This design comes from an exercise in tuning for small area, a short achievable clock period and few clock cycles on the open sky130 flow, not from production work. Only simulation tests tie the RTL to the original design; equivalence was not proved.

$ cat config.mk
export PLATFORM = sky130hd
export DESIGN_NAME = smc_digest
export DESIGN_NICKNAME = smc_digest
export VERILOG_FILES = /design/flow/design.v
export SDC_FILE = /design/flow/constraint.sdc
export NUM_CORES = 4
export LEC_CHECK = 0
export CAP_MARGIN = 20
export CORE_MARGIN = 2
export CORE_UTILIZATION = 40
export SLEW_MARGIN = 20
$ cat constraint.sdc
create_clock -name core_clock -period 12.0 [get_ports {clk}]
set_input_delay 2.4000 -clock core_clock [delete_from_list [all_inputs] [get_ports {clk}]]
set_output_delay 2.4000 -clock core_clock [all_outputs]
set_load 0.01 [all_outputs]
$ cat run.sh
#!/bin/bash
# synth_recipe.tcl (not shown) runs the flow's synth.tcl, then flattens the netlist and writes it again
# the make line also repeats each setting of config.mk as NAME=value (left out here)
make -C /OpenROAD-flow-scripts/flow DESIGN_CONFIG=/design/flow/config.mk WORK_HOME=/design/flow/orfs CLKGATE_MAP_FILE= SYNTH_SCRIPT=/design/flow/synth_recipe.tcl finish
$ cat design.v
module smc_digest (
    input  wire         clk,
    input  wire         rst,         
    input  wire         in_valid,
    output wire         in_ready,
    input  wire [31:0]  in_data,     
    input  wire         in_last,     
    input  wire [2:0]   in_nbytes,   
    output reg          out_valid,   
    output reg  [127:0] out_digest   
);
    localparam [31:0] IV0 = 32'h01234567;
    localparam [31:0] IV1 = 32'h89ABCDEF;
    localparam [31:0] IV2 = 32'hFEDCBA98;
    localparam [31:0] IV3 = 32'h76543210;
    localparam [1:0] S_LOAD = 2'd0;    
    localparam [1:0] S_PAD  = 2'd1;    
    localparam [1:0] S_COMP = 2'd2;    
    localparam [1:0] S_FFWD = 2'd3;    
    reg [1:0]   state;
    reg [511:0] wbuf;           
    reg [3:0]   wptr;           
    reg [11:0]  cnt;            
    reg         padding;        
    reg         mark_pending;   
    reg         final_chunk;    
    reg [31:0]  h0, h1, h2, h3;
    reg [31:0]  a, b, c, d;
    reg [5:0]   step;
    assign in_ready = (state == S_LOAD);
    wire take = in_valid && in_ready;
    reg [31:0] last_word;
    always @(*) begin
        case (in_nbytes)
            3'd0:    last_word = 32'h00000080;
            3'd1:    last_word = {16'h0000, 8'h80, in_data[7:0]};
            3'd2:    last_word = {8'h00, 8'h80, in_data[15:0]};
            3'd3:    last_word = {8'h80, in_data[23:0]};
            default: last_word = in_data;
        endcase
    end
    wire [1:0] rnd = step[5:4];
    wire [3:0] idx = step[3:0];
    reg [31:0] f;
    reg [3:0]  g;
    reg [31:0] rk;
    reg [4:0]  s;
    always @(*) begin
        case (rnd)
            2'd0: begin
                f  = (b & c) | (~b & d);
                g  = idx;
                rk = 32'h11111111;
            end
            2'd1: begin
                f  = (b & d) | (c & ~d);
                g  = 4'd5 * idx + 4'd1;
                rk = 32'h22222222;
            end
            2'd2: begin
                f  = b ^ c ^ d;
                g  = 4'd3 * idx + 4'd5;
                rk = 32'h44444444;
            end
            default: begin
                f  = c ^ (b | ~d);
                g  = 4'd7 * idx;
                rk = 32'h88888888;
            end
        endcase
    end
    always @(*) begin
        case ({rnd, idx[1:0]})
            4'h0: s = 5'd1;   4'h1: s = 5'd8;   4'h2: s = 5'd15;  4'h3: s = 5'd22;
            4'h4: s = 5'd2;   4'h5: s = 5'd9;   4'h6: s = 5'd16;  4'h7: s = 5'd23;
            4'h8: s = 5'd3;   4'h9: s = 5'd10;  4'hA: s = 5'd17;  4'hB: s = 5'd24;
            4'hC: s = 5'd4;   4'hD: s = 5'd11;  4'hE: s = 5'd18;  default: s = 5'd31;
        endcase
    end
    wire [31:0] mw  = wbuf[g*32 +: 32];
    wire [31:0] k   = rk + {28'd0, idx};
    wire [31:0] t   = a + f + mw + k;
    wire [31:0] rot = (t << s) | (t >> (6'd32 - {1'b0, s}));
    wire [31:0] nb  = b + rot;
    wire [63:0] bitlen = {49'd0, cnt, 3'd0};
    always @(posedge clk) begin
        out_valid <= 1'b0;
        if (rst) begin
            state        <= S_LOAD;
            wptr         <= 4'd0;
            cnt          <= 12'd0;
            padding      <= 1'b0;
            mark_pending <= 1'b0;
            final_chunk  <= 1'b0;
            h0 <= IV0; h1 <= IV1; h2 <= IV2; h3 <= IV3;
        end else begin
            case (state)
                S_LOAD: begin
                    if (take) begin
                        wptr <= wptr + 4'd1;
                        if (in_last) begin
                            wbuf[wptr*32 +: 32] <= last_word;
                            cnt          <= cnt + {9'd0, in_nbytes};
                            mark_pending <= (in_nbytes == 3'd4);
                            padding      <= 1'b1;
                        end else begin
                            wbuf[wptr*32 +: 32] <= in_data;
                            cnt <= cnt + 12'd4;
                        end
                        if (wptr == 4'd15) begin
                            state       <= S_COMP;
                            final_chunk <= 1'b0;
                            step        <= 6'd0;
                            a <= h0; b <= h1; c <= h2; d <= h3;
                        end else if (in_last) begin
                            state <= S_PAD;
                        end
                    end
                end
                S_PAD: begin
                    if (!mark_pending && wptr == 4'd14) begin
                        wbuf[14*32 +: 32] <= bitlen[31:0];
                        wbuf[15*32 +: 32] <= bitlen[63:32];
                        wptr        <= 4'd0;
                        state       <= S_COMP;
                        final_chunk <= 1'b1;
                        step        <= 6'd0;
                        a <= h0; b <= h1; c <= h2; d <= h3;
                    end else begin
                        wbuf[wptr*32 +: 32] <= mark_pending ? 32'h00000080 : 32'h0;
                        mark_pending <= 1'b0;
                        wptr         <= wptr + 4'd1;
                        if (wptr == 4'd15) begin
                            state       <= S_COMP;
                            final_chunk <= 1'b0;
                            step        <= 6'd0;
                            a <= h0; b <= h1; c <= h2; d <= h3;
                        end
                    end
                end
                S_COMP: begin
                    a <= d;
                    b <= nb;
                    c <= b;
                    d <= c;
                    step <= step + 6'd1;
                    if (step == 6'd63)
                        state <= S_FFWD;
                end
                default: begin   
                    if (final_chunk) begin
                        out_valid  <= 1'b1;
                        out_digest <= {h3 + d, h2 + c, h1 + b, h0 + a};
                        h0 <= IV0; h1 <= IV1; h2 <= IV2; h3 <= IV3;
                        cnt          <= 12'd0;
                        padding      <= 1'b0;
                        final_chunk  <= 1'b0;
                        state        <= S_LOAD;
                    end else begin
                        h0 <= h0 + a; h1 <= h1 + b; h2 <= h2 + c; h3 <= h3 + d;
                        state <= padding ? S_PAD : S_LOAD;
                    end
                end
            endcase
        end
    end
endmodule
==> flow_summary.html <==
<table>
<tr><th>Metric</th><th>Value</th></tr>
<tr><th colspan="2">Run status</th></tr>
<tr><td>Result of the run</td><td>complete, no violations</td></tr>
<tr><th colspan="2">Synth</th></tr>
<tr><td>Dominant register cell in the synthesized netlist</td><td>sky130_fd_sc_hd__edfxtp_1</td></tr>
<tr><td>Gate count after technology mapping</td><td>5,542</td></tr>
<tr><td>Cell taking the most area after synthesis</td><td>sky130_fd_sc_hd__edfxtp_1</td></tr>
<tr><td>Cell types occupying the most area after synthesis</td><td>sky130_fd_sc_hd__edfxtp_1, sky130_fd_sc_hd__mux4_2, sky130_fd_sc_hd__o21ai_0, sky130_fd_sc_hd__dfxtp_1, sky130_fd_sc_hd__ha_1</td></tr>
<tr><td>Top cells by count, synth</td><td>sky130_fd_sc_hd__edfxtp_1, sky130_fd_sc_hd__nand2_1, sky130_fd_sc_hd__o21ai_0</td></tr>
<tr><td>Most common cell in the synthesized netlist</td><td>sky130_fd_sc_hd__edfxtp_1</td></tr>
<tr><td>Number of synthesized flops with an enable pin</td><td>774</td></tr>
<tr><td>Top-area cell type share of the netlist area</td><td>40.5%</td></tr>
<tr><td>Yosys warnings</td><td>1</td></tr>
<tr><td>Post-synthesis area per instance</td><td>10.3 um^2</td></tr>
<tr><td>Async S/R FF share, synth</td><td>0%</td></tr>
<tr><td>Count of unique library cells instantiated by Yosys</td><td>89</td></tr>
<tr><td>Share of synthesized area occupied by flip-flops and latches</td><td>45.9%</td></tr>
<tr><td>Synthesized flop and latch total</td><td>929</td></tr>
<tr><td>Area of the mapped netlist</td><td>~0.057 mm^2</td></tr>
<tr><td>Mapped Nets</td><td>5,899</td></tr>
<tr><th colspan="2">Die</th></tr>
<tr><td>DIE WIDTH</td><td>383 um</td></tr>
<tr><td>Boundary Pins</td><td>between 150 and 200</td></tr>
<tr><td>Core footprint</td><td>0.142 mm^2</td></tr>
<tr><td>Overall die area</td><td>0.146 mm^2</td></tr>
<tr><td>Placement row count</td><td>138</td></tr>
<tr><td>Starting density of the core</td><td>40.4%</td></tr>
<tr><td>Chip height</td><td>383 um</td></tr>
<tr><th colspan="2">Timing</th></tr>
<tr><td>Hold Vio Cnt, Final</td><td>0</td></tr>
<tr><td>Actual slew at the worst max-slew pin</td><td>1.13 ns</td></tr>
<tr><td>Setup repair after global routing missed its margin</td><td>no</td></tr>
<tr><td>Fin crit period</td><td>11.29 ns</td></tr>
<tr><td>Final worst path period share</td><td>about 94%</td></tr>
<tr><td>Setup tns final</td><td>0 ns</td></tr>
<tr><td>Max Clk Rate</td><td>88.5 MHz</td></tr>
<tr><td>Worst max-slew margin expressed relative to the limit</td><td>24.4%</td></tr>
<tr><td>PnR worst setup slack</td><td>0.706 ns</td></tr>
<tr><td>Final number of max-transition violations</td><td>0</td></tr>
<tr><td>Worst clock skew on the final layout</td><td>0.0602 ns</td></tr>
<tr><td>Total setup violations reported at the end of the flow</td><td>0</td></tr>
<tr><th colspan="2">Worst setup path</th></tr>
<tr><td>Worst setup EP type</td><td>register</td></tr>
<tr><td>Worst reg2reg setup slack</td><td>0.71 ns</td></tr>
<tr><td>CP max FO</td><td>16</td></tr>
<tr><td>CP Data Arrival Time</td><td>11.75 ns</td></tr>
<tr><td>Peak per-stage delay on the critical path</td><td>0.54 ns</td></tr>
<tr><td>Cell at the slowest stage of the critical path</td><td>sky130_fd_sc_hd__mux4_2</td></tr>
<tr><td>Worst EP required</td><td>between 10 and 15 ns</td></tr>
<tr><td>Worst Setup Start Kind</td><td>register</td></tr>
<tr><td>Number of cells on the worst reg-to-reg path</td><td>42</td></tr>
<tr><td>Worst setup path category</td><td>reg -&gt; reg</td></tr>
<tr><th colspan="2">Finish</th></tr>
<tr><td>Core utilization of the finished layout</td><td>between 40 and 50%</td></tr>
<tr><td>Layout Cells excl Fill</td><td>7,543</td></tr>
<tr><td>Number of nets in the layout</td><td>5,918</td></tr>
<tr><td>Share of layout cells above drive strength 1</td><td>under 10%</td></tr>
<tr><td>Layout area overhead</td><td>12.7%</td></tr>
<tr><th colspan="2">Routing</th></tr>
<tr><td>Total via count in the routed design</td><td>approximately 46k</td></tr>
<tr><td>Detailed router's first-iteration violation count</td><td>5,585</td></tr>
<tr><td>Post-route antenna net violation count</td><td>0</td></tr>
<tr><td>Number of iterations in the first detailed-routing pass</td><td>10</td></tr>
<tr><td>Vias per cell</td><td>6.04</td></tr>
<tr><td>DRC violations left</td><td>0</td></tr>
<tr><td>Wire length after detailed routing</td><td>189,000 um</td></tr>
<tr><td>Final routed wire length divided by cell count</td><td>25.1 um</td></tr>
<tr><th colspan="2">Min path</th></tr>
<tr><td>Min-Delay Path Class</td><td>reg -&gt; reg</td></tr>
<tr><td>Cells on Worst Hold Path</td><td>2</td></tr>
<tr><th colspan="2">Flow run</th></tr>
<tr><td>Number of maximum-capacitance violations</td><td>0</td></tr>
<tr><th colspan="2">GRT</th></tr>
<tr><td>Pin count of the biggest net entering global routing</td><td>around 180</td></tr>
<tr><td>First-pass GRT wire length</td><td>about 280,000 um</td></tr>
<tr><td>Number of global-route vias before repair</td><td>roughly 43k</td></tr>
<tr><td>Antenna violations before repair</td><td>4</td></tr>
<tr><td>Total overflow reported by the global router</td><td>0</td></tr>
<tr><td>Gr usage total</td><td>25.3%</td></tr>
<tr><th colspan="2">Clock network</th></tr>
<tr><td>Max clock buf depth</td><td>3</td></tr>
<tr><td>TritonCTS clock tree</td><td>built</td></tr>
<tr><td>CTS buffer count</td><td>105</td></tr>
<tr><td>Clock latency on the worst-skew pair</td><td>0.76 ns</td></tr>
<tr><td>CTS Root Cell</td><td>sky130_fd_sc_hd__clkbuf_16</td></tr>
<tr><td>Number of buffers inserted for hold repair after clock tree synthesis</td><td>0</td></tr>
<tr><td>Maximum level of the CTS H-tree</td><td>3</td></tr>
<tr><td>Clk sink count</td><td>929</td></tr>
<tr><td>Register clock-pin slew on the reported worst setup and hold paths</td><td>0.06 ns</td></tr>
<tr><th colspan="2">Placed design</th></tr>
<tr><td>Cell count after placement</td><td>roughly 7.3k</td></tr>
<tr><td>Worst setup slack before clock tree synthesis</td><td>0.608 ns</td></tr>
<tr><td>Count of input and output buffers</td><td>168</td></tr>
<tr><td>Post-detail-place hpwl</td><td>133,000 um</td></tr>
<tr><td>Placer Congestion</td><td>around 1</td></tr>
</table>
==> cells in the final DEF (no fill, tap or decap), types with 77 or more instances in the layout <==
cell | Yosys | layout
sky130_fd_sc_hd__dfxtp_1 | 155 | 154
sky130_fd_sc_hd__clkbuf_16 | 0 | 106
sky130_fd_sc_hd__clkdlybuf4s50_1 | 0 | 167
sky130_fd_sc_hd__xnor2_1 | 156 | 153
sky130_fd_sc_hd__ha_1 | 245 | 245
sky130_fd_sc_hd__inv_1 | 213 | 213
sky130_fd_sc_hd__buf_4 | 1 | 94
sky130_fd_sc_hd__edfxtp_1 | 774 | 774
sky130_fd_sc_hd__o21ai_0 | 661 | 661
sky130_fd_sc_hd__a21oi_1 | 380 | 378
sky130_fd_sc_hd__a222oi_1 | 99 | 99
sky130_fd_sc_hd__a22o_1 | 77 | 77
sky130_fd_sc_hd__nor2_1 | 346 | 339
sky130_fd_sc_hd__nand2_1 | 682 | 671
sky130_fd_sc_hd__a211oi_1 | 81 | 81
sky130_fd_sc_hd__mux4_2 | 148 | 148
sky130_fd_sc_hd__mux2i_1 | 97 | 97
==> worst paths after layout <==
kind	start	to
hold reg to reg	state[1]	state[1]
setup reg to reg	step[1]	b[30]
setup / recovery	step[1]	b[30]
hold / removal	state[1]	state[1]
==> per-layer routing <==
layer / share of wire (%) / up-vias / global-route usage, %
li1: - / 20900 / -
met1: 44 / 22500 / 36.0
met2: 45 / 1807 / 39.6
met3: 7.5 / 277 / 3.71
met4: 3.1 / 4 / 8.16
met5: 0.011 / - / 0
==> flip-flops by register name, summed over array words and instances, names as in the netlist <==
register / flops
h3: 32
padding: 1
s: 5
h1: 32
h0: 32
wbuf: 512
final_chunk: 1
wptr: 4
out_valid: 1
out_digest: 128
c: 32
d: 32
mark_pending: 1
a: 32
cnt: 12
b: 32
state: 2
h2: 32
step: 6
==> through the flow <==
stage / instance area, um^2 / hold slack [ns]
floorplan: 57400 / 0.437
global placement: 61100 / 0.477
detailed placement: 61100 / 0.476
CTS: 64600 / 0.499
global route: 64600 / 0.529
finish: 64700 / 0.499
==> logic make-up (layout without fill, tap and decap cells) <==
group | count (synthesis) | count (layout) | synth area share, %
AOI/OAI and AO/OA | 1794 | 1794 | 19.8
xor gates and xnor gates | 225 | 225 | 3.51
adders and majority gates | 318 | 318 | 7.89
buffers and inverters | 579 | 686 | 3.81
DFF | 929 | 929 | 45.9
muxes | 276 | 276 | 8.13
other | 0 | 4 | 0
and+or+nand+nor | 1421 | 1421 | 10.9
==> critical path: cells and delay by family, from the launching register on <==
| family | cells | cell delay [ns] |
|---|---|---|
| buffers and inverters | 4 | 0.63 |
| adder cells (fa/ha/maj) | 7 | 2.66 |
| XOR/XNOR | 2 | 0.51 |
| AND/OR/NAND/NOR | 7 | 1.30 |
| flip-flops | 1 | 0.50 |
| multiplexers | 2 | 0.87 |
| AO/OA/AOI/OAI | 20 | 4.53 |
==> final cells by class <==
cell class	count	area, um^2
multi-input combinational	4034	29100
sequential	929	26300
clock inverter	62	656
inverter	219	827
timing repair buffer	272	2580
tap	1890	2360
antenna	4	10.0
clock buffer	133	2800
fill	13400	77300
==> what timing repair did <==
action / 4_1_cts / 5_1_grt
setup endpoints to repair: 0 / 4
setup buffers: 0 / 7
gates resized for setup: 0 / 2
Testbench counts, summed over its fixed seeds: cycles 102,641.

==> afterwards: timing with drivers on the ports <==
The flow's constraints put no driver on any port. The routed layout listed below was extracted and timed again, unchanged, in two steps. Step 1, drivers: a clkbuf_16 drives clk and a buf_2 each remaining input, both assumed. Step 2 also shifts input and output timing later by t, the mid clock arrival at the registers, as if the neighbouring blocks saw the same clock. Slacks: ideal ports / drivers / drivers and shift; pairs: ideal ports / drivers.
shift t [ns]: 0.817
setup WS [ns]: 0.706 / 0.706 / 0.706
slew at the worst register clock pin (ns): 0.08 / 0.08
After both steps this run still meets setup and hold. For this run, drivers alone change the setup slack by 0.000 ns; drivers and shift together by 0.000 ns.
